Source: an optimization exercise on an open RTL-to-GDS flow (aim: small area, a short achievable clock period and few clock cycles per item). Production flows keep margins and buffers that such runs may drop. Function was not checked in any run shown here: the RTL went through the layout flow alone.

==> flow/design.v (outline; a module is shown in full before it is edited, if it fits) <==
// module isg_extract: 706 lines
// module isg_sched: 68 lines
// module csa_row: 542 lines
// module csa_mac: 368 lines
module isg_extract (
    input  wire        clk,
    input  wire        rst,         
    input  wire        cfg_we,
    input  wire [5:0]  cfg_addr,
    input  wire [5:0]  cfg_pos,
    input  wire [6:0]  npos,        
    input  wire [31:0] qstep,       
    input  wire        variant,     
    input  wire        in_valid,
    input  wire [7:0]  in_data,
    output wire        in_ready,
    output reg         done,
    output reg  [63:0] bits_out
);
  // ...
==> flow/run.sh <==
#!/bin/bash
# synth_recipe.tcl (not shown) runs the flow's synth.tcl, then flattens the netlist and writes it again
# the make line also repeats each setting of config.mk as NAME=value (left out here)
make -C /OpenROAD-flow-scripts/flow DESIGN_CONFIG=/design/flow/config.mk WORK_HOME=/design/flow/orfs CLKGATE_MAP_FILE= SYNTH_SCRIPT=/design/flow/synth_recipe.tcl finish
==> flow/config.mk <==
export PLATFORM = sky130hd
export DESIGN_NAME = isg_extract
export DESIGN_NICKNAME = isg_extract
export VERILOG_FILES = /design/flow/design.v
export SDC_FILE = /design/flow/constraint.sdc
export NUM_CORES = 4
export LEC_CHECK = 0
export ABC_AREA = 1
export CAP_MARGIN = 20
export CORE_MARGIN = 2
export CORE_UTILIZATION = 55
export PLACE_DENSITY = 0.7
export SLEW_MARGIN = 20
==> flow/constraint.sdc <==
create_clock -name core_clock -period 13.0 [get_ports {clk}]
set_input_delay 2.6000 -clock core_clock [delete_from_list [all_inputs] [get_ports {clk}]]
set_output_delay 2.6000 -clock core_clock [all_outputs]
set_load 0.01 [all_outputs]
==> impl_metrics.csv, run 1 <==
group,metric,value,unit
outcome,status,"timing/DRC/antenna clean",
synth,syn_inst,11500,
synth,ys.flop_type,"dfxtp_1",
synth,seq_area_frac_synth,0.485,
synth,synth_warnings,2,
floorplan,rows,164,
place,gp_congestion,1.00,
grt,grt_use_met1,0.391,
critical_path,cp-endpoint,"drem[15]",
hold_path,holdCritPathClass,"register to register",
floorplan,start_util,0.555,
timing,relSlewSlack,0.137,
floorplan,dieArea,206000,sq um
route,first_pass_iters,8,
critical_path,crit_required,13.49,ns
synth,yosys.area_share.simple,0.116,
clock_network,cts_max_level,4,
critical_path,crit_family,"buffers and inverters",
timing,rsz0062_at_grt,"no",
route,met1_length,128,mm
clock_network,cts-root-buf,"clkbuf_16",
cells_and_area,finish.utilization,0.612,
grt,grt_pass1_wl,472,mm
clock_network,cts_resized,0,
critical_path,worstSetupPathType,"input pin to register",
critical_path,cp.depth,9,
cells_and_area,fin_nets,12700,
clock_network,cts_setup_buffers,0,
grt,grt-busiest-layer,"met2",
clock_network,cts_buffers,227,
critical_path,rr_endpoint,"drem[33]",
critical_path,endpoint_kind,"register",
cells_and_area,reg_top3,"ringv (512), pos_tab (384), accv (308)",
synth,synthArstFlopShare,0,
==> module isg_extract, before the edit <==
module isg_extract (
    input  wire        clk,
    input  wire        rst,         
    input  wire        cfg_we,
    input  wire [5:0]  cfg_addr,
    input  wire [5:0]  cfg_pos,
    input  wire [6:0]  npos,        
    input  wire [31:0] qstep,       
    input  wire        variant,     
    input  wire        in_valid,
    input  wire [7:0]  in_data,
    output wire        in_ready,
    output reg         done,
    output reg  [63:0] bits_out
);
    reg        cfg_we_r;
    reg [5:0]  cfg_addr_r, cfg_pos_r;
    reg [31:0] qstep_r;
    reg        variant_r;
    reg [6:0]  npos_r;
    reg [5:0]  pos_tab [0:63];
    always @(posedge clk) begin
        cfg_we_r   <= cfg_we;
        cfg_addr_r <= cfg_addr;
        cfg_pos_r  <= cfg_pos;
        qstep_r    <= qstep;
        variant_r  <= variant;
        npos_r     <= npos;
        if (cfg_we_r)
            pos_tab[cfg_addr_r] <= cfg_pos_r;
    end
    reg  [5:0] c;             
    reg  [5:0] ld_cnt;        
    reg        in_ready_r;
    reg        smp_v;
    reg  [7:0] smp_r;         
    assign in_ready = in_ready_r;
    wire accept = in_valid & in_ready_r & ~rst;
    always @(posedge clk) begin
        smp_r <= {~in_data[7], in_data[6:0]};
        smp_v <= accept;
    end
    reg  [511:0] ringv;
    wire [7:0]   ring63 = ringv[511:504];
    wire [7:0]   tail_in = smp_v ? smp_r : ring63;
    always @(posedge clk)
        ringv <= {ringv[503:0], tail_in};
    wire signed [7:0] s0 = ringv[55:48];
    wire signed [7:0] s1 = ringv[47:40];
    wire signed [7:0] s2 = ringv[39:32];
    wire signed [7:0] s3 = ringv[31:24];
    wire signed [7:0] s4 = ringv[23:16];
    wire signed [7:0] s5 = ringv[15:8];
    wire signed [7:0] s6 = ringv[7:0];
    wire signed [7:0] s7 = tail_in;
    wire signed [8:0] e0 = s0 + s7, e1 = s1 + s6, e2 = s2 + s5, e3 = s3 + s4;
    wire signed [8:0] o0 = s0 - s7, o1 = s1 - s6, o2 = s2 - s5, o3 = s3 - s4;
    reg signed [8:0]  f_e0, f_e1, f_e2, f_e3;
    reg signed [8:0]  f_o0, f_o1, f_o2, f_o3;
    reg [2:0]         f_x;
    always @(posedge clk) begin
        if (c[2:0] == 3'd7) begin
            f_e0 <= e0; f_e1 <= e1; f_e2 <= e2; f_e3 <= e3;
            f_o0 <= o0; f_o1 <= o1; f_o2 <= o2; f_o3 <= o3;
            f_x  <= c[5:3];
        end
    end
    reg        rev_load, rev_stream, rev_recirc, rev_tag;
    reg [2:0]  rev_k;
    reg        nrev_load, nrev_stream, nrev_recirc, nrev_tag;
    reg [2:0]  nrev_k;
    reg        stream_ok, rev_ok;
    reg [3:0]  pleft;
    reg [2:0]  knext;
    reg        ld_tag;
    reg [1:0]  blk_out;       
    reg        idle_d;
    reg [2:0]  meta_k;
    reg        meta_tag;
    reg        dbusy;
    reg [4:0]  dcnt;
    wire       any_pend;
    wire       last_res;
    reg        fast;
    wire idle_all  = (ld_cnt == 6'd0) && (blk_out == 2'd0);
    wire [3:0] ptot = ({1'b0, npos_r} + 8'd7) >> 3;
    wire quiet      = !rev_stream && !rev_recirc && !any_pend && !dbusy;
    wire thr        = fast || quiet || idle_all;
    localparam integer SW = 39;
    wire [SW-1:0] st_now = {c, ld_cnt, in_ready_r, ld_tag, pleft, knext,
                            nrev_load, nrev_stream, nrev_recirc, nrev_tag, nrev_k,
                            rev_load, rev_stream, rev_recirc, rev_tag, rev_k,
                            stream_ok, rev_ok, blk_out};
    wire [SW-1:0] st_a0, st_a1;
    wire blk_a1;
    isg_sched u_s0 (.acc(1'b0), .st(st_now), .smp_v(smp_v), .ptot(ptot), .thr(thr),
                    .idle_all(idle_all), .last_res(last_res), .nx(st_a0), .blk_now());
    isg_sched u_s1 (.acc(1'b1), .st(st_now), .smp_v(smp_v), .ptot(ptot), .thr(thr),
                    .idle_all(idle_all), .last_res(last_res), .nx(st_a1), .blk_now(blk_a1));
    wire blk_now = accept & blk_a1;
    wire [SW-1:0] st_rst = {6'd63, 6'd0, 1'b1, 1'b0, 4'd0, 3'd0,
                            1'b1, 1'b1, 1'b0, 1'b0, 3'd0,
                            1'b0, 1'b0, 1'b0, 1'b0, 3'd0,
                            1'b0, 1'b0, 2'd0};
    always @(posedge clk) begin
        {c, ld_cnt, in_ready_r, ld_tag, pleft, knext,
         nrev_load, nrev_stream, nrev_recirc, nrev_tag, nrev_k,
         rev_load, rev_stream, rev_recirc, rev_tag, rev_k,
         stream_ok, rev_ok, blk_out} <= rst ? st_rst : (accept ? st_a1 : st_a0);
    end
    always @(posedge clk) begin
        if (c[2:0] == 3'd6) begin
            meta_k <= rev_k; meta_tag <= rev_tag;
        end
    end
    wire [2:0] rd_j = c[2:0] + 3'd1;
    reg  [5:0] posr;
    reg  [2:0] r_j, r_k;
    reg        r_tag;
    always @(posedge clk) begin
        posr  <= pos_tab[{meta_k, rd_j}];
        r_j   <= rd_j;
        r_k   <= meta_k;
        r_tag <= meta_tag;
    end
    wire [2:0] q_v = posr[2:0];
    wire signed [9:0]  a0 = f_e0 + f_e3, a1 = f_e1 + f_e2, b0 = f_e0 - f_e3, b1 = f_e1 - f_e2;
    wire signed [10:0] dcs = a0 + a1, d4s = a0 - a1;
    reg signed [10:0] rx0;
    reg signed [9:0]  rx1;
    reg signed [8:0]  rx2, rx3;
    always @* begin
        if (q_v[0]) begin
            rx0 = f_o0; rx1 = f_o1; rx2 = f_o2; rx3 = f_o3;
        end else begin
            rx2 = 9'sd0; rx3 = 9'sd0;
            case (q_v[2:1])
                2'd0: begin rx0 = dcs; rx1 = 10'sd0; end
                2'd2: begin rx0 = d4s; rx1 = 10'sd0; end
                default: begin rx0 = b0; rx1 = b1; end
            endcase
        end
    end
  reg [15:0] rk0;
  always @* begin
    case (q_v)
      3'd0: rk0 = 16'h5a82;
      3'd1: rk0 = 16'h7d8a;
      3'd2: rk0 = 16'h7642;
      3'd3: rk0 = 16'h6a6e;
      3'd4: rk0 = 16'h5a82;
      3'd5: rk0 = 16'h471d;
      3'd6: rk0 = 16'h30fc;
      3'd7: rk0 = 16'h18f9;
      default: rk0 = 16'h0000;
    endcase
  end
  reg [15:0] p_rk0;
  always @(posedge clk) p_rk0 <= rk0;
  reg [15:0] rk1;
  always @* begin
    case (q_v)
      3'd0: rk1 = 16'h0000;
      3'd1: rk1 = 16'h6a6e;
      3'd2: rk1 = 16'h30fc;
      3'd3: rk1 = 16'he707;
      3'd4: rk1 = 16'h0000;
      3'd5: rk1 = 16'h8276;
      3'd6: rk1 = 16'h89be;
      3'd7: rk1 = 16'hb8e3;
      default: rk1 = 16'h0000;
    endcase
  end
  reg [15:0] p_rk1;
  always @(posedge clk) p_rk1 <= rk1;
  reg [15:0] rk2;
  always @* begin
    case (q_v)
      3'd0: rk2 = 16'h0000;
      3'd1: rk2 = 16'h471d;
      3'd2: rk2 = 16'h0000;
      3'd3: rk2 = 16'h8276;
      3'd4: rk2 = 16'h0000;
      3'd5: rk2 = 16'h18f9;
      3'd6: rk2 = 16'h0000;
      3'd7: rk2 = 16'h6a6e;
      default: rk2 = 16'h0000;
    endcase
  end
  reg [15:0] p_rk2;
  always @(posedge clk) p_rk2 <= rk2;
  reg [15:0] rk3;
  always @* begin
    case (q_v)
      3'd0: rk3 = 16'h0000;
      3'd1: rk3 = 16'h18f9;
      3'd2: rk3 = 16'h0000;
      3'd3: rk3 = 16'hb8e3;
      3'd4: rk3 = 16'h0000;
      3'd5: rk3 = 16'h6a6e;
      3'd6: rk3 = 16'h0000;
      3'd7: rk3 = 16'h8276;
      default: rk3 = 16'h0000;
    endcase
  end
  reg [15:0] p_rk3;
  always @(posedge clk) p_rk3 <= rk3;
  wire [12:0] xe0 = {{1{rx0[10]}}, rx0, 1'b0};
  reg rd0_0_one, rd0_0_two, rd0_0_neg;
  always @(posedge clk) begin
    rd0_0_one <= xe0[1] ^ xe0[0];
    rd0_0_two <= (xe0[2] & ~xe0[1] & ~xe0[0]) | (~xe0[2] & xe0[1] & xe0[0]);
    rd0_0_neg <= xe0[2] & ~(xe0[1] & xe0[0]);
  end
  reg rd0_1_one, rd0_1_two, rd0_1_neg;
  always @(posedge clk) begin
    rd0_1_one <= xe0[3] ^ xe0[2];
    rd0_1_two <= (xe0[4] & ~xe0[3] & ~xe0[2]) | (~xe0[4] & xe0[3] & xe0[2]);
    rd0_1_neg <= xe0[4] & ~(xe0[3] & xe0[2]);
  end
  reg rd0_2_one, rd0_2_two, rd0_2_neg;
  always @(posedge clk) begin
    rd0_2_one <= xe0[5] ^ xe0[4];
    rd0_2_two <= (xe0[6] & ~xe0[5] & ~xe0[4]) | (~xe0[6] & xe0[5] & xe0[4]);
    rd0_2_neg <= xe0[6] & ~(xe0[5] & xe0[4]);
  end
  reg rd0_3_one, rd0_3_two, rd0_3_neg;
  always @(posedge clk) begin
    rd0_3_one <= xe0[7] ^ xe0[6];
    rd0_3_two <= (xe0[8] & ~xe0[7] & ~xe0[6]) | (~xe0[8] & xe0[7] & xe0[6]);
    rd0_3_neg <= xe0[8] & ~(xe0[7] & xe0[6]);
  end
  reg rd0_4_one, rd0_4_two, rd0_4_neg;
  always @(posedge clk) begin
    rd0_4_one <= xe0[9] ^ xe0[8];
    rd0_4_two <= (xe0[10] & ~xe0[9] & ~xe0[8]) | (~xe0[10] & xe0[9] & xe0[8]);
    rd0_4_neg <= xe0[10] & ~(xe0[9] & xe0[8]);
  end
  reg rd0_5_one, rd0_5_two, rd0_5_neg;
  always @(posedge clk) begin
    rd0_5_one <= xe0[11] ^ xe0[10];
    rd0_5_two <= (xe0[12] & ~xe0[11] & ~xe0[10]) | (~xe0[12] & xe0[11] & xe0[10]);
    rd0_5_neg <= xe0[12] & ~(xe0[11] & xe0[10]);
  end
  wire [10:0] xe1 = {{0{rx1[9]}}, rx1, 1'b0};
  reg rd1_0_one, rd1_0_two, rd1_0_neg;
  always @(posedge clk) begin
    rd1_0_one <= xe1[1] ^ xe1[0];
    rd1_0_two <= (xe1[2] & ~xe1[1] & ~xe1[0]) | (~xe1[2] & xe1[1] & xe1[0]);
    rd1_0_neg <= xe1[2] & ~(xe1[1] & xe1[0]);
  end
  reg rd1_1_one, rd1_1_two, rd1_1_neg;
  always @(posedge clk) begin
    rd1_1_one <= xe1[3] ^ xe1[2];
    rd1_1_two <= (xe1[4] & ~xe1[3] & ~xe1[2]) | (~xe1[4] & xe1[3] & xe1[2]);
    rd1_1_neg <= xe1[4] & ~(xe1[3] & xe1[2]);
  end
  reg rd1_2_one, rd1_2_two, rd1_2_neg;
  always @(posedge clk) begin
    rd1_2_one <= xe1[5] ^ xe1[4];
    rd1_2_two <= (xe1[6] & ~xe1[5] & ~xe1[4]) | (~xe1[6] & xe1[5] & xe1[4]);
    rd1_2_neg <= xe1[6] & ~(xe1[5] & xe1[4]);
  end
  reg rd1_3_one, rd1_3_two, rd1_3_neg;
  always @(posedge clk) begin
    rd1_3_one <= xe1[7] ^ xe1[6];
    rd1_3_two <= (xe1[8] & ~xe1[7] & ~xe1[6]) | (~xe1[8] & xe1[7] & xe1[6]);
    rd1_3_neg <= xe1[8] & ~(xe1[7] & xe1[6]);
  end
  reg rd1_4_one, rd1_4_two, rd1_4_neg;
  always @(posedge clk) begin
    rd1_4_one <= xe1[9] ^ xe1[8];
    rd1_4_two <= (xe1[10] & ~xe1[9] & ~xe1[8]) | (~xe1[10] & xe1[9] & xe1[8]);
    rd1_4_neg <= xe1[10] & ~(xe1[9] & xe1[8]);
  end
  wire [10:0] xe2 = {{1{rx2[8]}}, rx2, 1'b0};
  reg rd2_0_one, rd2_0_two, rd2_0_neg;
  always @(posedge clk) begin
    rd2_0_one <= xe2[1] ^ xe2[0];
    rd2_0_two <= (xe2[2] & ~xe2[1] & ~xe2[0]) | (~xe2[2] & xe2[1] & xe2[0]);
    rd2_0_neg <= xe2[2] & ~(xe2[1] & xe2[0]);
  end
  reg rd2_1_one, rd2_1_two, rd2_1_neg;
  always @(posedge clk) begin
    rd2_1_one <= xe2[3] ^ xe2[2];
    rd2_1_two <= (xe2[4] & ~xe2[3] & ~xe2[2]) | (~xe2[4] & xe2[3] & xe2[2]);
    rd2_1_neg <= xe2[4] & ~(xe2[3] & xe2[2]);
  end
  reg rd2_2_one, rd2_2_two, rd2_2_neg;
  always @(posedge clk) begin
    rd2_2_one <= xe2[5] ^ xe2[4];
    rd2_2_two <= (xe2[6] & ~xe2[5] & ~xe2[4]) | (~xe2[6] & xe2[5] & xe2[4]);
    rd2_2_neg <= xe2[6] & ~(xe2[5] & xe2[4]);
  end
  reg rd2_3_one, rd2_3_two, rd2_3_neg;
  always @(posedge clk) begin
    rd2_3_one <= xe2[7] ^ xe2[6];
    rd2_3_two <= (xe2[8] & ~xe2[7] & ~xe2[6]) | (~xe2[8] & xe2[7] & xe2[6]);
    rd2_3_neg <= xe2[8] & ~(xe2[7] & xe2[6]);
  end
  reg rd2_4_one, rd2_4_two, rd2_4_neg;
  always @(posedge clk) begin
    rd2_4_one <= xe2[9] ^ xe2[8];
    rd2_4_two <= (xe2[10] & ~xe2[9] & ~xe2[8]) | (~xe2[10] & xe2[9] & xe2[8]);
    rd2_4_neg <= xe2[10] & ~(xe2[9] & xe2[8]);
  end
  wire [10:0] xe3 = {{1{rx3[8]}}, rx3, 1'b0};
  reg rd3_0_one, rd3_0_two, rd3_0_neg;
  always @(posedge clk) begin
    rd3_0_one <= xe3[1] ^ xe3[0];
    rd3_0_two <= (xe3[2] & ~xe3[1] & ~xe3[0]) | (~xe3[2] & xe3[1] & xe3[0]);
    rd3_0_neg <= xe3[2] & ~(xe3[1] & xe3[0]);
  end
  reg rd3_1_one, rd3_1_two, rd3_1_neg;
  always @(posedge clk) begin
    rd3_1_one <= xe3[3] ^ xe3[2];
    rd3_1_two <= (xe3[4] & ~xe3[3] & ~xe3[2]) | (~xe3[4] & xe3[3] & xe3[2]);
    rd3_1_neg <= xe3[4] & ~(xe3[3] & xe3[2]);
  end
  reg rd3_2_one, rd3_2_two, rd3_2_neg;
  always @(posedge clk) begin
    rd3_2_one <= xe3[5] ^ xe3[4];
    rd3_2_two <= (xe3[6] & ~xe3[5] & ~xe3[4]) | (~xe3[6] & xe3[5] & xe3[4]);
    rd3_2_neg <= xe3[6] & ~(xe3[5] & xe3[4]);
  end
  reg rd3_3_one, rd3_3_two, rd3_3_neg;
  always @(posedge clk) begin
    rd3_3_one <= xe3[7] ^ xe3[6];
    rd3_3_two <= (xe3[8] & ~xe3[7] & ~xe3[6]) | (~xe3[8] & xe3[7] & xe3[6]);
    rd3_3_neg <= xe3[8] & ~(xe3[7] & xe3[6]);
  end
  reg rd3_4_one, rd3_4_two, rd3_4_neg;
  always @(posedge clk) begin
    rd3_4_one <= xe3[9] ^ xe3[8];
    rd3_4_two <= (xe3[10] & ~xe3[9] & ~xe3[8]) | (~xe3[10] & xe3[9] & xe3[8]);
    rd3_4_neg <= xe3[10] & ~(xe3[9] & xe3[8]);
  end
    reg [2:0]  a_u, a_v, a_x, a_j, a_k;
    reg        a_tag;
    always @(posedge clk) begin
        a_u <= posr[5:3]; a_v <= posr[2:0]; a_x <= f_x; a_j <= r_j; a_k <= r_k; a_tag <= r_tag;
    end
    wire signed [16:0] rd0_0_k = {p_rk0[15], p_rk0};
  wire [16:0] rd0_0_m = ({17{rd0_0_one}} & rd0_0_k) | ({17{rd0_0_two}} & {rd0_0_k[15:0], 1'b0});
  wire [16:0] rd0_0_t = rd0_0_m ^ {17{rd0_0_neg}};
  wire [16:0] rd0_0_u = {~rd0_0_t[16], rd0_0_t[15:0]};
  wire signed [16:0] rd0_1_k = {p_rk0[15], p_rk0};
  wire [16:0] rd0_1_m = ({17{rd0_1_one}} & rd0_1_k) | ({17{rd0_1_two}} & {rd0_1_k[15:0], 1'b0});
  wire [16:0] rd0_1_t = rd0_1_m ^ {17{rd0_1_neg}};
  wire [16:0] rd0_1_u = {~rd0_1_t[16], rd0_1_t[15:0]};
  wire signed [16:0] rd0_2_k = {p_rk0[15], p_rk0};
  wire [16:0] rd0_2_m = ({17{rd0_2_one}} & rd0_2_k) | ({17{rd0_2_two}} & {rd0_2_k[15:0], 1'b0});
  wire [16:0] rd0_2_t = rd0_2_m ^ {17{rd0_2_neg}};
  wire [16:0] rd0_2_u = {~rd0_2_t[16], rd0_2_t[15:0]};
  wire signed [16:0] rd0_3_k = {p_rk0[15], p_rk0};
  wire [16:0] rd0_3_m = ({17{rd0_3_one}} & rd0_3_k) | ({17{rd0_3_two}} & {rd0_3_k[15:0], 1'b0});
  wire [16:0] rd0_3_t = rd0_3_m ^ {17{rd0_3_neg}};
  wire [16:0] rd0_3_u = {~rd0_3_t[16], rd0_3_t[15:0]};
  wire signed [16:0] rd0_4_k = {p_rk0[15], p_rk0};
  wire [16:0] rd0_4_m = ({17{rd0_4_one}} & rd0_4_k) | ({17{rd0_4_two}} & {rd0_4_k[15:0], 1'b0});
  wire [16:0] rd0_4_t = rd0_4_m ^ {17{rd0_4_neg}};
  wire [16:0] rd0_4_u = {~rd0_4_t[16], rd0_4_t[15:0]};
  wire signed [16:0] rd0_5_k = {p_rk0[15], p_rk0};
  wire [16:0] rd0_5_m = ({17{rd0_5_one}} & rd0_5_k) | ({17{rd0_5_two}} & {rd0_5_k[15:0], 1'b0});
  wire [16:0] rd0_5_t = rd0_5_m ^ {17{rd0_5_neg}};
  wire [16:0] rd0_5_u = {~rd0_5_t[16], rd0_5_t[15:0]};
  wire [10:0] rng0 = {rd0_5_neg, 1'b0, rd0_4_neg, 1'b0, rd0_3_neg, 1'b0, rd0_2_neg, 1'b0, rd0_1_neg, 1'b0, rd0_0_neg};
  wire signed [16:0] rd1_0_k = {p_rk1[15], p_rk1};
  wire [16:0] rd1_0_m = ({17{rd1_0_one}} & rd1_0_k) | ({17{rd1_0_two}} & {rd1_0_k[15:0], 1'b0});
  wire [16:0] rd1_0_t = rd1_0_m ^ {17{rd1_0_neg}};
  wire [16:0] rd1_0_u = {~rd1_0_t[16], rd1_0_t[15:0]};
  wire signed [16:0] rd1_1_k = {p_rk1[15], p_rk1};
  wire [16:0] rd1_1_m = ({17{rd1_1_one}} & rd1_1_k) | ({17{rd1_1_two}} & {rd1_1_k[15:0], 1'b0});
  wire [16:0] rd1_1_t = rd1_1_m ^ {17{rd1_1_neg}};
  wire [16:0] rd1_1_u = {~rd1_1_t[16], rd1_1_t[15:0]};
  wire signed [16:0] rd1_2_k = {p_rk1[15], p_rk1};
  wire [16:0] rd1_2_m = ({17{rd1_2_one}} & rd1_2_k) | ({17{rd1_2_two}} & {rd1_2_k[15:0], 1'b0});
  wire [16:0] rd1_2_t = rd1_2_m ^ {17{rd1_2_neg}};
  wire [16:0] rd1_2_u = {~rd1_2_t[16], rd1_2_t[15:0]};
  wire signed [16:0] rd1_3_k = {p_rk1[15], p_rk1};
  wire [16:0] rd1_3_m = ({17{rd1_3_one}} & rd1_3_k) | ({17{rd1_3_two}} & {rd1_3_k[15:0], 1'b0});
  wire [16:0] rd1_3_t = rd1_3_m ^ {17{rd1_3_neg}};
  wire [16:0] rd1_3_u = {~rd1_3_t[16], rd1_3_t[15:0]};
  wire signed [16:0] rd1_4_k = {p_rk1[15], p_rk1};
  wire [16:0] rd1_4_m = ({17{rd1_4_one}} & rd1_4_k) | ({17{rd1_4_two}} & {rd1_4_k[15:0], 1'b0});
  wire [16:0] rd1_4_t = rd1_4_m ^ {17{rd1_4_neg}};
  wire [16:0] rd1_4_u = {~rd1_4_t[16], rd1_4_t[15:0]};
  wire [8:0] rng1 = {rd1_4_neg, 1'b0, rd1_3_neg, 1'b0, rd1_2_neg, 1'b0, rd1_1_neg, 1'b0, rd1_0_neg};
  wire signed [16:0] rd2_0_k = {p_rk2[15], p_rk2};
  wire [16:0] rd2_0_m = ({17{rd2_0_one}} & rd2_0_k) | ({17{rd2_0_two}} & {rd2_0_k[15:0], 1'b0});
  wire [16:0] rd2_0_t = rd2_0_m ^ {17{rd2_0_neg}};
  wire [16:0] rd2_0_u = {~rd2_0_t[16], rd2_0_t[15:0]};
  wire signed [16:0] rd2_1_k = {p_rk2[15], p_rk2};
  wire [16:0] rd2_1_m = ({17{rd2_1_one}} & rd2_1_k) | ({17{rd2_1_two}} & {rd2_1_k[15:0], 1'b0});
  wire [16:0] rd2_1_t = rd2_1_m ^ {17{rd2_1_neg}};
  wire [16:0] rd2_1_u = {~rd2_1_t[16], rd2_1_t[15:0]};
  wire signed [16:0] rd2_2_k = {p_rk2[15], p_rk2};
  wire [16:0] rd2_2_m = ({17{rd2_2_one}} & rd2_2_k) | ({17{rd2_2_two}} & {rd2_2_k[15:0], 1'b0});
  wire [16:0] rd2_2_t = rd2_2_m ^ {17{rd2_2_neg}};
  wire [16:0] rd2_2_u = {~rd2_2_t[16], rd2_2_t[15:0]};
  wire signed [16:0] rd2_3_k = {p_rk2[15], p_rk2};
  wire [16:0] rd2_3_m = ({17{rd2_3_one}} & rd2_3_k) | ({17{rd2_3_two}} & {rd2_3_k[15:0], 1'b0});
  wire [16:0] rd2_3_t = rd2_3_m ^ {17{rd2_3_neg}};
  wire [16:0] rd2_3_u = {~rd2_3_t[16], rd2_3_t[15:0]};
  wire signed [16:0] rd2_4_k = {p_rk2[15], p_rk2};
  wire [16:0] rd2_4_m = ({17{rd2_4_one}} & rd2_4_k) | ({17{rd2_4_two}} & {rd2_4_k[15:0], 1'b0});
  wire [16:0] rd2_4_t = rd2_4_m ^ {17{rd2_4_neg}};
  wire [16:0] rd2_4_u = {~rd2_4_t[16], rd2_4_t[15:0]};
  wire [8:0] rng2 = {rd2_4_neg, 1'b0, rd2_3_neg, 1'b0, rd2_2_neg, 1'b0, rd2_1_neg, 1'b0, rd2_0_neg};
  wire signed [16:0] rd3_0_k = {p_rk3[15], p_rk3};
  wire [16:0] rd3_0_m = ({17{rd3_0_one}} & rd3_0_k) | ({17{rd3_0_two}} & {rd3_0_k[15:0], 1'b0});
  wire [16:0] rd3_0_t = rd3_0_m ^ {17{rd3_0_neg}};
  wire [16:0] rd3_0_u = {~rd3_0_t[16], rd3_0_t[15:0]};
  wire signed [16:0] rd3_1_k = {p_rk3[15], p_rk3};
  wire [16:0] rd3_1_m = ({17{rd3_1_one}} & rd3_1_k) | ({17{rd3_1_two}} & {rd3_1_k[15:0], 1'b0});
  wire [16:0] rd3_1_t = rd3_1_m ^ {17{rd3_1_neg}};
  wire [16:0] rd3_1_u = {~rd3_1_t[16], rd3_1_t[15:0]};
  wire signed [16:0] rd3_2_k = {p_rk3[15], p_rk3};
  wire [16:0] rd3_2_m = ({17{rd3_2_one}} & rd3_2_k) | ({17{rd3_2_two}} & {rd3_2_k[15:0], 1'b0});
  wire [16:0] rd3_2_t = rd3_2_m ^ {17{rd3_2_neg}};
  wire [16:0] rd3_2_u = {~rd3_2_t[16], rd3_2_t[15:0]};
  wire signed [16:0] rd3_3_k = {p_rk3[15], p_rk3};
  wire [16:0] rd3_3_m = ({17{rd3_3_one}} & rd3_3_k) | ({17{rd3_3_two}} & {rd3_3_k[15:0], 1'b0});
  wire [16:0] rd3_3_t = rd3_3_m ^ {17{rd3_3_neg}};
  wire [16:0] rd3_3_u = {~rd3_3_t[16], rd3_3_t[15:0]};
  wire signed [16:0] rd3_4_k = {p_rk3[15], p_rk3};
  wire [16:0] rd3_4_m = ({17{rd3_4_one}} & rd3_4_k) | ({17{rd3_4_two}} & {rd3_4_k[15:0], 1'b0});
  wire [16:0] rd3_4_t = rd3_4_m ^ {17{rd3_4_neg}};
  wire [16:0] rd3_4_u = {~rd3_4_t[16], rd3_4_t[15:0]};
  wire [8:0] rng3 = {rd3_4_neg, 1'b0, rd3_3_neg, 1'b0, rd3_2_neg, 1'b0, rd3_1_neg, 1'b0, rd3_0_neg};
  wire [25:0] ra_0, ra_1, ra_2, ra_3, ra_4, ra_5;
  csa_row u_csa_row (.rd0_0_u(rd0_0_u), .rd0_1_u(rd0_1_u), .rd0_2_u(rd0_2_u), .rd0_3_u(rd0_3_u), .rd0_4_u(rd0_4_u), .rd0_5_u(rd0_5_u), .rng0(rng0), .rd1_0_u(rd1_0_u), .rd1_1_u(rd1_1_u), .rd1_2_u(rd1_2_u), .rd1_3_u(rd1_3_u), .rd1_4_u(rd1_4_u), .rng1(rng1), .rd2_0_u(rd2_0_u), .rd2_1_u(rd2_1_u), .rd2_2_u(rd2_2_u), .rd2_3_u(rd2_3_u), .rd2_4_u(rd2_4_u), .rng2(rng2), .rd3_0_u(rd3_0_u), .rd3_1_u(rd3_1_u), .rd3_2_u(rd3_2_u), .rd3_3_u(rd3_3_u), .rd3_4_u(rd3_4_u), .rng3(rng3), .o0(ra_0), .o1(ra_1), .o2(ra_2), .o3(ra_3), .o4(ra_4), .o5(ra_5));
    reg [25:0] sa_0, sa_1, sa_2, sa_3, sa_4, sa_5;
    reg [2:0]  a2_u, a2_v, a2_x, a2_j, a2_k;
    reg        a2_tag;
    always @(posedge clk) begin
        sa_0 <= ra_0; sa_1 <= ra_1; sa_2 <= ra_2; sa_3 <= ra_3; sa_4 <= ra_4; sa_5 <= ra_5;
        a2_u <= a_u; a2_v <= a_v; a2_x <= a_x; a2_j <= a_j; a2_k <= a_k; a2_tag <= a_tag;
    end
    reg signed [25:0] b_r;
    reg [2:0]  b_u, b_v, b_x, b_j, b_k;
    reg        b_tag;
    always @(posedge clk) begin
        b_r <= sa_0 + sa_1 + sa_2 + sa_3 + sa_4 + sa_5;
        b_u <= a2_u; b_v <= a2_v; b_x <= a2_x; b_j <= a2_j; b_k <= a2_k; b_tag <= a2_tag;
    end
    reg [15:0] mk;
  always @* begin
    case ({b_u, b_x})
      6'o00: mk = 16'h5a82;
      6'o01: mk = 16'h5a82;
      6'o02: mk = 16'h5a82;
      6'o03: mk = 16'h5a82;
      6'o04: mk = 16'h5a82;
      6'o05: mk = 16'h5a82;
      6'o06: mk = 16'h5a82;
      6'o07: mk = 16'h5a82;
      6'o10: mk = 16'h7d8a;
      6'o11: mk = 16'h6a6e;
      6'o12: mk = 16'h471d;
      6'o13: mk = 16'h18f9;
      6'o14: mk = 16'he707;
      6'o15: mk = 16'hb8e3;
      6'o16: mk = 16'h9592;
      6'o17: mk = 16'h8276;
      6'o20: mk = 16'h7642;
      6'o21: mk = 16'h30fc;
      6'o22: mk = 16'hcf04;
      6'o23: mk = 16'h89be;
      6'o24: mk = 16'h89be;
      6'o25: mk = 16'hcf04;
      6'o26: mk = 16'h30fc;
      6'o27: mk = 16'h7642;
      6'o30: mk = 16'h6a6e;
      6'o31: mk = 16'he707;
      6'o32: mk = 16'h8276;
      6'o33: mk = 16'hb8e3;
      6'o34: mk = 16'h471d;
      6'o35: mk = 16'h7d8a;
      6'o36: mk = 16'h18f9;
      6'o37: mk = 16'h9592;
      6'o40: mk = 16'h5a82;
      6'o41: mk = 16'ha57e;
      6'o42: mk = 16'ha57e;
      6'o43: mk = 16'h5a82;
      6'o44: mk = 16'h5a82;
      6'o45: mk = 16'ha57e;
      6'o46: mk = 16'ha57e;
      6'o47: mk = 16'h5a82;
      6'o50: mk = 16'h471d;
      6'o51: mk = 16'h8276;
      6'o52: mk = 16'h18f9;
      6'o53: mk = 16'h6a6e;
      6'o54: mk = 16'h9592;
      6'o55: mk = 16'he707;
      6'o56: mk = 16'h7d8a;
      6'o57: mk = 16'hb8e3;
      6'o60: mk = 16'h30fc;
      6'o61: mk = 16'h89be;
      6'o62: mk = 16'h7642;
      6'o63: mk = 16'hcf04;
      6'o64: mk = 16'hcf04;
      6'o65: mk = 16'h7642;
      6'o66: mk = 16'h89be;
      6'o67: mk = 16'h30fc;
      6'o70: mk = 16'h18f9;
      6'o71: mk = 16'hb8e3;
      6'o72: mk = 16'h6a6e;
      6'o73: mk = 16'h8276;
      6'o74: mk = 16'h7d8a;
      6'o75: mk = 16'h9592;
      6'o76: mk = 16'h471d;
      6'o77: mk = 16'he707;
      default: mk = 16'h0000;
    endcase
  end
  wire signed [26:0] mb_x = b_r;
  wire mb_0_one = mk[0] ^ 1'b0;
  wire mb_0_two = (mk[1] & ~mk[0] & ~1'b0) | (~mk[1] & mk[0] & 1'b0);
  wire mb_0_neg = mk[1] & ~(mk[0] & 1'b0);
  wire [26:0] mb_0_m = ({27{mb_0_one}} & mb_x) | ({27{mb_0_two}} & {mb_x[25:0], 1'b0});
  wire [26:0] mb_0_t = mb_0_m ^ {27{mb_0_neg}};
  wire [26:0] mb_0_u = {~mb_0_t[26], mb_0_t[25:0]};
  wire mb_1_one = mk[2] ^ mk[1];
  wire mb_1_two = (mk[3] & ~mk[2] & ~mk[1]) | (~mk[3] & mk[2] & mk[1]);
  wire mb_1_neg = mk[3] & ~(mk[2] & mk[1]);
  wire [26:0] mb_1_m = ({27{mb_1_one}} & mb_x) | ({27{mb_1_two}} & {mb_x[25:0], 1'b0});
  wire [26:0] mb_1_t = mb_1_m ^ {27{mb_1_neg}};
  wire [26:0] mb_1_u = {~mb_1_t[26], mb_1_t[25:0]};
  wire mb_2_one = mk[4] ^ mk[3];
  wire mb_2_two = (mk[5] & ~mk[4] & ~mk[3]) | (~mk[5] & mk[4] & mk[3]);
  wire mb_2_neg = mk[5] & ~(mk[4] & mk[3]);
  wire [26:0] mb_2_m = ({27{mb_2_one}} & mb_x) | ({27{mb_2_two}} & {mb_x[25:0], 1'b0});
  wire [26:0] mb_2_t = mb_2_m ^ {27{mb_2_neg}};
  wire [26:0] mb_2_u = {~mb_2_t[26], mb_2_t[25:0]};
  wire mb_3_one = mk[6] ^ mk[5];
  wire mb_3_two = (mk[7] & ~mk[6] & ~mk[5]) | (~mk[7] & mk[6] & mk[5]);
  wire mb_3_neg = mk[7] & ~(mk[6] & mk[5]);
  wire [26:0] mb_3_m = ({27{mb_3_one}} & mb_x) | ({27{mb_3_two}} & {mb_x[25:0], 1'b0});
  wire [26:0] mb_3_t = mb_3_m ^ {27{mb_3_neg}};
  wire [26:0] mb_3_u = {~mb_3_t[26], mb_3_t[25:0]};
  wire mb_4_one = mk[8] ^ mk[7];
  wire mb_4_two = (mk[9] & ~mk[8] & ~mk[7]) | (~mk[9] & mk[8] & mk[7]);
  wire mb_4_neg = mk[9] & ~(mk[8] & mk[7]);
  wire [26:0] mb_4_m = ({27{mb_4_one}} & mb_x) | ({27{mb_4_two}} & {mb_x[25:0], 1'b0});
  wire [26:0] mb_4_t = mb_4_m ^ {27{mb_4_neg}};
  wire [26:0] mb_4_u = {~mb_4_t[26], mb_4_t[25:0]};
  wire mb_5_one = mk[10] ^ mk[9];
  wire mb_5_two = (mk[11] & ~mk[10] & ~mk[9]) | (~mk[11] & mk[10] & mk[9]);
  wire mb_5_neg = mk[11] & ~(mk[10] & mk[9]);
  wire [26:0] mb_5_m = ({27{mb_5_one}} & mb_x) | ({27{mb_5_two}} & {mb_x[25:0], 1'b0});
  wire [26:0] mb_5_t = mb_5_m ^ {27{mb_5_neg}};
  wire [26:0] mb_5_u = {~mb_5_t[26], mb_5_t[25:0]};
  wire mb_6_one = mk[12] ^ mk[11];
  wire mb_6_two = (mk[13] & ~mk[12] & ~mk[11]) | (~mk[13] & mk[12] & mk[11]);
  wire mb_6_neg = mk[13] & ~(mk[12] & mk[11]);
  wire [26:0] mb_6_m = ({27{mb_6_one}} & mb_x) | ({27{mb_6_two}} & {mb_x[25:0], 1'b0});
  wire [26:0] mb_6_t = mb_6_m ^ {27{mb_6_neg}};
  wire [26:0] mb_6_u = {~mb_6_t[26], mb_6_t[25:0]};
  wire mb_7_one = mk[14] ^ mk[13];
  wire mb_7_two = (mk[15] & ~mk[14] & ~mk[13]) | (~mk[15] & mk[14] & mk[13]);
  wire mb_7_neg = mk[15] & ~(mk[14] & mk[13]);
  wire [26:0] mb_7_m = ({27{mb_7_one}} & mb_x) | ({27{mb_7_two}} & {mb_x[25:0], 1'b0});
  wire [26:0] mb_7_t = mb_7_m ^ {27{mb_7_neg}};
  wire [26:0] mb_7_u = {~mb_7_t[26], mb_7_t[25:0]};
  wire [14:0] mb_ng = {mb_7_neg, 1'b0, mb_6_neg, 1'b0, mb_5_neg, 1'b0, mb_4_neg, 1'b0, mb_3_neg, 1'b0, mb_2_neg, 1'b0, mb_1_neg, 1'b0, mb_0_neg};
  wire [43:0] mc_s, mc_c;
  csa_mac u_csa_mac (.mb_0_u(mb_0_u), .mb_1_u(mb_1_u), .mb_2_u(mb_2_u), .mb_3_u(mb_3_u), .mb_4_u(mb_4_u), .mb_5_u(mb_5_u), .mb_6_u(mb_6_u), .mb_7_u(mb_7_u), .mb_ng(mb_ng), .s(mc_s), .c(mc_c));
    reg [43:0] m_s, m_c;
    reg [2:0]  m_x, m_j, m_k;
    reg        m_tag, m_dc, m_first;
    always @(posedge clk) begin
        m_s <= mc_s; m_c <= mc_c;
        m_x <= b_x; m_j <= b_j; m_k <= b_k; m_tag <= b_tag;
        m_dc <= (b_x == 3'd0) && (b_u == 3'd0) && (b_v == 3'd0);
        m_first <= (b_x == 3'd0);
    end
    reg  [307:0] accv;
    wire [43:0]  acc_head = accv[307:264];
    wire [43:0]  c_accin = (acc_head & {44{~m_first}}) | (44'd4397866188800 & {44{m_dc}});
    wire [43:0]  cs_x = c_accin ^ m_s ^ m_c;
    wire [43:0]  cs_y = {(c_accin[42:0] & m_s[42:0]) | (c_accin[42:0] & m_c[42:0]) | (m_s[42:0] & m_c[42:0]), 1'b0};
    wire [22:0]  zl_w = {1'b0, cs_x[21:0]} + {1'b0, cs_y[21:0]};
    reg  [21:0]  n_zl, n_xh, n_yh;
    reg          n_cy;
    reg  [2:0]   n_x, n_j, n_k;
    reg          n_tag;
    always @(posedge clk) begin
        n_zl <= zl_w[21:0]; n_cy <= zl_w[22];
        n_xh <= cs_x[43:22]; n_yh <= cs_y[43:22];
        n_x <= m_x; n_j <= m_j; n_k <= m_k; n_tag <= m_tag;
    end
    wire [43:0] z_new = {n_xh + n_yh + {21'd0, n_cy}, n_zl};
    always @(posedge clk)
        accv <= {accv[263:0], z_new};
    reg        h_v;
    reg [43:0] h_z;
    reg [5:0]  h_p;
    reg        h_tag;
    wire [6:0] c_p = {1'b0, n_k, n_j};
    always @(posedge clk) begin
        h_z   <= z_new;
        h_p   <= c_p[5:0];
        h_tag <= n_tag;
        h_v   <= ~rst & rev_ok & (n_x == 3'd7) & (c_p < npos_r);
    end
    wire [27:0] h_c = h_z[43:16] + {27'd0, h_z[15]};
    reg  [287:0] resv;
    wire [35:0]  res_head = resv[287:252];
    wire         head_pend = res_head[35];
    wire         head_tag  = res_head[34];
    wire [5:0]   head_p    = res_head[33:28];
    wire [27:0]  head_c    = res_head[27:0];
    reg          out_tag;
    wire         d_free = !dbusy || (dcnt == 5'd0);
    wire         take = d_free && head_pend && (head_tag == out_tag) && !rst;
    wire [35:0]  res_in = h_v ? {1'b1, h_tag, h_p, h_c}
                              : {head_pend & ~take & ~rst, res_head[34:0]};
    integer ri;
    reg [7:0] pend_bits;
    always @* begin
        for (ri = 0; ri < 8; ri = ri + 1)
            pend_bits[ri] = resv[36*ri + 35];
    end
    assign any_pend = |pend_bits;
    always @(posedge clk) begin
        if (rst)
            resv <= {resv[251:0], 36'd0} & ~{8{36'h800000000}};
        else
            resv <= {resv[251:0], res_in};
    end
    reg [31:0] qn;
    reg [4:0]  s_norm;
    always @(posedge clk) begin
        idle_d <= idle_all;
        if (idle_all || idle_d) begin
            qn <= qstep_r; s_norm <= 5'd0;
        end else if (!qn[31] && qn != 32'd0) begin
            qn <= {qn[30:0], 1'b0}; s_norm <= s_norm + 5'd1;
        end
        fast <= variant_r || ((qn[31] || qn == 32'd0) && s_norm <= 5'd12);
    end
    reg [35:0] dv3;
    reg [4:0]  dsteps;
    wire [35:0] dva = s_norm[0] ? {2'b00, qn, 2'b00} : {3'b000, qn, 1'b0};
    always @(posedge clk) begin
        dv3 <= dva + {dva[34:0], 1'b0};
        dsteps <= ({1'b0, s_norm} + 6'd1) >> 1;
    end
    reg [33:0] drem;
    reg        dneg, dq, dpbit;
    reg [5:0]  dp;
    wire [33:0] n_c2  = {{5{head_c[27]}}, head_c, 1'b0};
    wire [33:0] n_val = n_c2 + {2'b00, qstep_r};
    wire [33:0] n_neg = ~n_c2 + ~{2'b00, qstep_r} + 34'd2;
    wire [33:0] n_abs = n_val[33] ? n_neg : n_val;
    wire [35:0] dv1 = dva;
    wire [35:0] dv2 = {dva[34:0], 1'b0};
    wire [36:0] r4  = {1'b0, drem, 2'b00};
    wire [36:0] t1  = r4 - {1'b0, dv1};
    wire [36:0] t2  = r4 - {1'b0, dv2};
    wire [36:0] t3  = r4 - {1'b0, dv3};
    wire ge1 = ~t1[36], ge2 = ~t2[36], ge3 = ~t3[36];
    wire [33:0] rnext = ge3 ? t3[33:0] : ge2 ? t2[33:0] : ge1 ? t1[33:0] : r4[33:0];
    wire        qodd  = ge3 | (ge1 & ~ge2);
    wire        wr  = dbusy && (dcnt == 5'd0);
    wire        res_bit = variant_r ? dpbit : (dq ^ (dneg & (drem != 34'd0)));
    reg [6:0] res_cnt;
    assign last_res = wr && ({res_cnt + 7'd1} == npos_r);
    always @(posedge clk) begin
        if (rst) begin
            dbusy <= 1'b0; dcnt <= 5'd0;
        end else if (take) begin
            dbusy <= 1'b1;
            drem  <= n_abs;
            dneg  <= n_val[33];
            dq    <= 1'b0;
            dpbit <= head_c[16] ^ head_c[15];
            dp    <= head_p;
            dcnt  <= variant_r ? 5'd0 : dsteps;
        end else if (wr) begin
            dbusy <= 1'b0;
        end else if (dbusy) begin
            drem <= rnext; dq <= qodd; dcnt <= dcnt - 5'd1;
        end
    end
    integer bi;
    always @(posedge clk) begin
        if (rst) begin
            done <= 1'b0; res_cnt <= 7'd0; out_tag <= 1'b0;
        end else begin
            done <= last_res;
            if (last_res) begin
                res_cnt <= 7'd0; out_tag <= ~out_tag;
            end else if (wr) begin
                res_cnt <= res_cnt + 7'd1;
            end
        end
        for (bi = 0; bi < 64; bi = bi + 1) begin
            if (wr && dp == bi[5:0])
                bits_out[bi] <= res_bit;
            else if (idle_all)
                bits_out[bi] <= 1'b0;
        end
    end
endmodule
==> inputs of run 2 (changes only) <==
--- a/flow/design.v
+++ b/flow/design.v
@@ -636,15 +636,14 @@
         if (idle_all || idle_d) begin
             qn <= qstep_r; s_norm <= 5'd0;
-        end else if (!qn[31] && qn != 32'd0) begin
-            qn <= {qn[30:0], 1'b0}; s_norm <= s_norm + 5'd1;
+        end else if (qn[31:30] == 2'b00 && qn != 32'd0) begin
+            qn <= {qn[29:0], 2'b00}; s_norm <= s_norm + 5'd2;
         end
-        fast <= variant_r || ((qn[31] || qn == 32'd0) && s_norm <= 5'd12);
+        fast <= variant_r || ((qn[31:30] != 2'b00 || qn == 32'd0) && s_norm <= 5'd12);
     end
-    reg [35:0] dv3;
-    reg [4:0]  dsteps;
-    wire [35:0] dva = s_norm[0] ? {2'b00, qn, 2'b00} : {3'b000, qn, 1'b0};
+    reg [34:0] dv3;
+    reg [3:0]  dsteps;
     always @(posedge clk) begin
-        dv3 <= dva + {dva[34:0], 1'b0};
-        dsteps <= ({1'b0, s_norm} + 6'd1) >> 1;
+        dv3 <= {qn, 1'b0} + {qn, 2'b00};
+        dsteps <= s_norm[4:1];
     end
     reg [33:0] drem;
@@ -655,10 +654,8 @@
     wire [33:0] n_neg = ~n_c2 + ~{2'b00, qstep_r} + 34'd2;
     wire [33:0] n_abs = n_val[33] ? n_neg : n_val;
-    wire [35:0] dv1 = dva;
-    wire [35:0] dv2 = {dva[34:0], 1'b0};
     wire [36:0] r4  = {1'b0, drem, 2'b00};
-    wire [36:0] t1  = r4 - {1'b0, dv1};
-    wire [36:0] t2  = r4 - {1'b0, dv2};
-    wire [36:0] t3  = r4 - {1'b0, dv3};
+    wire [36:0] t1  = r4 - {4'b0000, qn, 1'b0};
+    wire [36:0] t2  = r4 - {3'b000, qn, 2'b00};
+    wire [36:0] t3  = r4 - {2'b00, dv3};
     wire ge1 = ~t1[36], ge2 = ~t2[36], ge3 = ~t3[36];
     wire [33:0] rnext = ge3 ? t3[33:0] : ge2 ? t2[33:0] : ge1 ? t1[33:0] : r4[33:0];
@@ -678,5 +675,5 @@
             dpbit <= head_c[16] ^ head_c[15];
             dp    <= head_p;
-            dcnt  <= variant_r ? 5'd0 : dsteps;
+            dcnt  <= variant_r ? 5'd0 : {1'b0, dsteps};
         end else if (wr) begin
             dbusy <= 1'b0;
==> run 2 against run 1 <==
Against the previous run: first-iteration DRC count shrank 11%; sequential share of layout area grew 0.48 points; worst setup slack lost 0.0069 ns.
==> impl_metrics.csv, run 2 <==
group,metric,value,unit
synth,syn_area_per_cell,9.90,sq um
synth,syn_inst,11000,
synth,yosys-top-cells-area,"dfxtp_1 (33%), edfxtp_1 (16%), fa_1 (9.6%)",
clock_network,cts_buffer_depth,3,
clock_network,cts_setup_buffers,0,
synth,synthArstFlopShare,0,
critical_path,start_kind,"input pin",
synth,yosys.area.top_type,"dfxtp_1",
cells_and_area,largest_reg_flops,512,
synth,yosys.cell_types.count,70,
route,drc_errors,0,
place,placed_cells,13500,
synth,synth_edf_count,598,
outcome,status,"timing/DRC/antenna clean",
clock_network,cts_max_level,4,
timing,min_period,4.97,ns
cells_and_area,stdcell_count,13900,
place,gp_congestion,1.00,
route,first_pass_iters,8,
critical_path,crit_fanout,29,
clock_network,tritoncts,"done",
cells_and_area,fin_nets,12200,
clock_network,cts_buffers,227,
hold_path,holdCritPathClass,"register to register",
floorplan,start_util,0.554,
floorplan,core_area,197000,sq um
grt,grtUsageTotal,0.285,
clock_network,cts_resized,0,
job,drv_cap,0,
critical_path,cpMaxStageDelayCell,"buf_2",
clock_network,clkSinkCount,2392,
floorplan,io_pins,130,
cells_and_area,layout_commonest_cell,"dfxtp_1",
synth,synth_common_cells,"dfxtp_1 (1794), inv_1 (1513), nand2_1 (1216), nor2_1 (912), xor2_1 (759)",
synth,synth_warnings,2,
timing,finalHoldViolCount,0,
place,place_area,113000,sq um
grt,grt_pass1_wl,448,mm
synth,seq_area_frac_synth,0.493,
place,dp_slack,7.18,ns
timing,max_freq,201,MHz
synth,synthMostInstantiatedCell,"dfxtp_1",
route,ant_nets,0,
grt,grt_start_max_net_pins,112,
critical_path,crit_required,13.84,ns
critical_path,crit_arrival,5.81,ns
cells_and_area,reg_top3,"ringv (512), pos_tab (384), accv (308)",
grt,grt_antenna_before_repair,6,
floorplan,rows,163,
synth,yosys.area.top_type_share,0.329,
clock_network,cts.hold.buffers_added,0,
synth,synth_seq_cells,2392,
route,vias,76700,
timing,finalCritPeriodShare,0.382,
timing,relSlewSlack,0.204,
cells_and_area,layout_common_cells,"dfxtp_1 (1787), inv_1 (1511), nand2_1 (1216)",
route,via_per_inst,5.50,
synth,synth_fp_nets,12200,
timing,rsz0062_at_grt,"no",
timing,setup-tns-final,0,ns
grt,grt_overflow,0,
critical_path,worstSetupPathType,"input pin to register",
synth,synth_area,109000,sq um
route,routed_wirelength,291,mm
floorplan,dieArea,202000,sq um
cells_and_area,multi_input_area,48100,sq um
timing,skew,0.0899,ns
timing,report.final.slew_viol_count,0,
cells_and_area,drive_above_1_share,0.0494,
cells_and_area,fill_cells,16300,
route,wire_per_inst,20.9,um
cells_and_area,regMostFlops,"ringv",
clock_network,clkTransAtPathRegs,0.07,ns
place,io_buffer_count,129,
critical_path,cp_cell_sequence,"buf_2 -> buf_4 -> nor2_1 -> buf_4 -> inv_1 -> a21oi_1 -> a21oi_2 -> inv_2 -> a21oi_1 -> o21ai_1 -> a21oi_1",
cells_and_area,register_area,53900,sq um
clock_network,clk_latency,0.91,ns
synth,ys.flop_type,"dfxtp_1",
grt,grt_pass1_vias,76800,
cells_and_area,fin_area,121000,sq um
critical_path,endpoint_kind,"register",
timing,worst_slack,8.03,ns
floorplan,die_h,450,um
floorplan,die_w,450,um
route,drt_iter0_drc,6771,
cells_and_area,area_growth,10.9,%
clock_network,cts-root-buf,"clkbuf_16",
critical_path,crit_top_cell,"a21oi_1",
timing,worstMarginPinSlew,1.19,ns
critical_path,critPathMaxStageDelay,0.59,ns
place,dp_hpwl,216,mm
timing,setup_viol,0,
==> run 2: area by class of cell <==
type / instances / share of cell area
flip-flops and latches: 2392 / 0.445
inverters: 1573 / 0.0488
clock buffers: 297 / 0.0533
clock inverters: 138 / 0.0142
well taps: 2640 / 0.0273
diodes: 1 / 0.0000207
multi-input cells: 6708 / 0.397
repair buffers: 190 / 0.0145
==> run 2: path summary, 6_finish.rpt <==
| check | startpoint | endpoint | slack (ns) | depth (start not counted) |
|---|---|---|---|---|
| min reg2reg | resv[151] | resv[187] | 0.27 | 0 |
| max | rst | knext[2] | 8.03 | 11 |
| min | resv[151] | resv[187] | 0.27 | 0 |
| max reg2reg | mk[9] | m_c[17] | 8.37 | 9 |
==> run 2: critical path: cells and delay by family <==
family                 cells  cell delay, ns
buffers and inverters      5            1.90
AO/OA/AOI/OAI              5            1.11
AND/OR/NAND/NOR            1            0.10
==> run 2: cell families (layout without fill, tap and decap cells) <==
logic type | after synthesis | in the layout | synth area share
compound gates | 2041 | 2041 | 0.107
simple gates | 2714 | 2714 | 0.103
flops | 2392 | 2392 | 0.493
mux | 6 | 6 | 0.000619
xor+xnor | 868 | 868 | 0.0696
buf+inv | 1927 | 2198 | 0.0668
fa+ha+maj | 1079 | 1079 | 0.159
other cells | 0 | 1 | 0
==> run 2: per-stage QoR <==
step                      utilization  hold WS [ns]
after floorplan                     -         0.310
after global placement          0.572         0.310
after detailed placement        0.573         0.312
after CTS                       0.614         0.256
after global routing            0.614         0.270
final                           0.614         0.268
==> run 2: routing by layer <==
layer,global-route usage,vias up,wire (um)
li1,-,36300,-
met1,0.375,36900,123000
met2,0.462,2877,135000
met3,0.0423,667,18300
met4,0.138,0,15300
met5,0,-,0

==> what the ideal ports hide <==
No port has a modelled driver above. Below, the same layouts with a new extraction and two added sets of constraints.
Step 1, drivers: a clkbuf_16 drives clk and a buf_2 each remaining input, both assumed.
Step 2 moves the port delays by t, midway between the first and last clock arrival at a register: inputs arrive t later, outputs are due t later. That takes back most of the time a late clock gives input paths.
a / b / c = ideal ports / drivers / drivers and shift; a / b = the first two.
run	shift t [ns]	slack for setup (ns)	latest minus earliest clock arrival (ns)
run 1	0.966	8.036 / 8.101 / 7.135	0.098 / 0.098
run 2	0.951	8.029 / 8.032 / 7.139	0.094 / 0.094
After both steps every run listed still meets setup and hold. The setup slack of run 1, which loses most, moves by +0.065 ns with the drivers and by -0.901 ns with both steps.
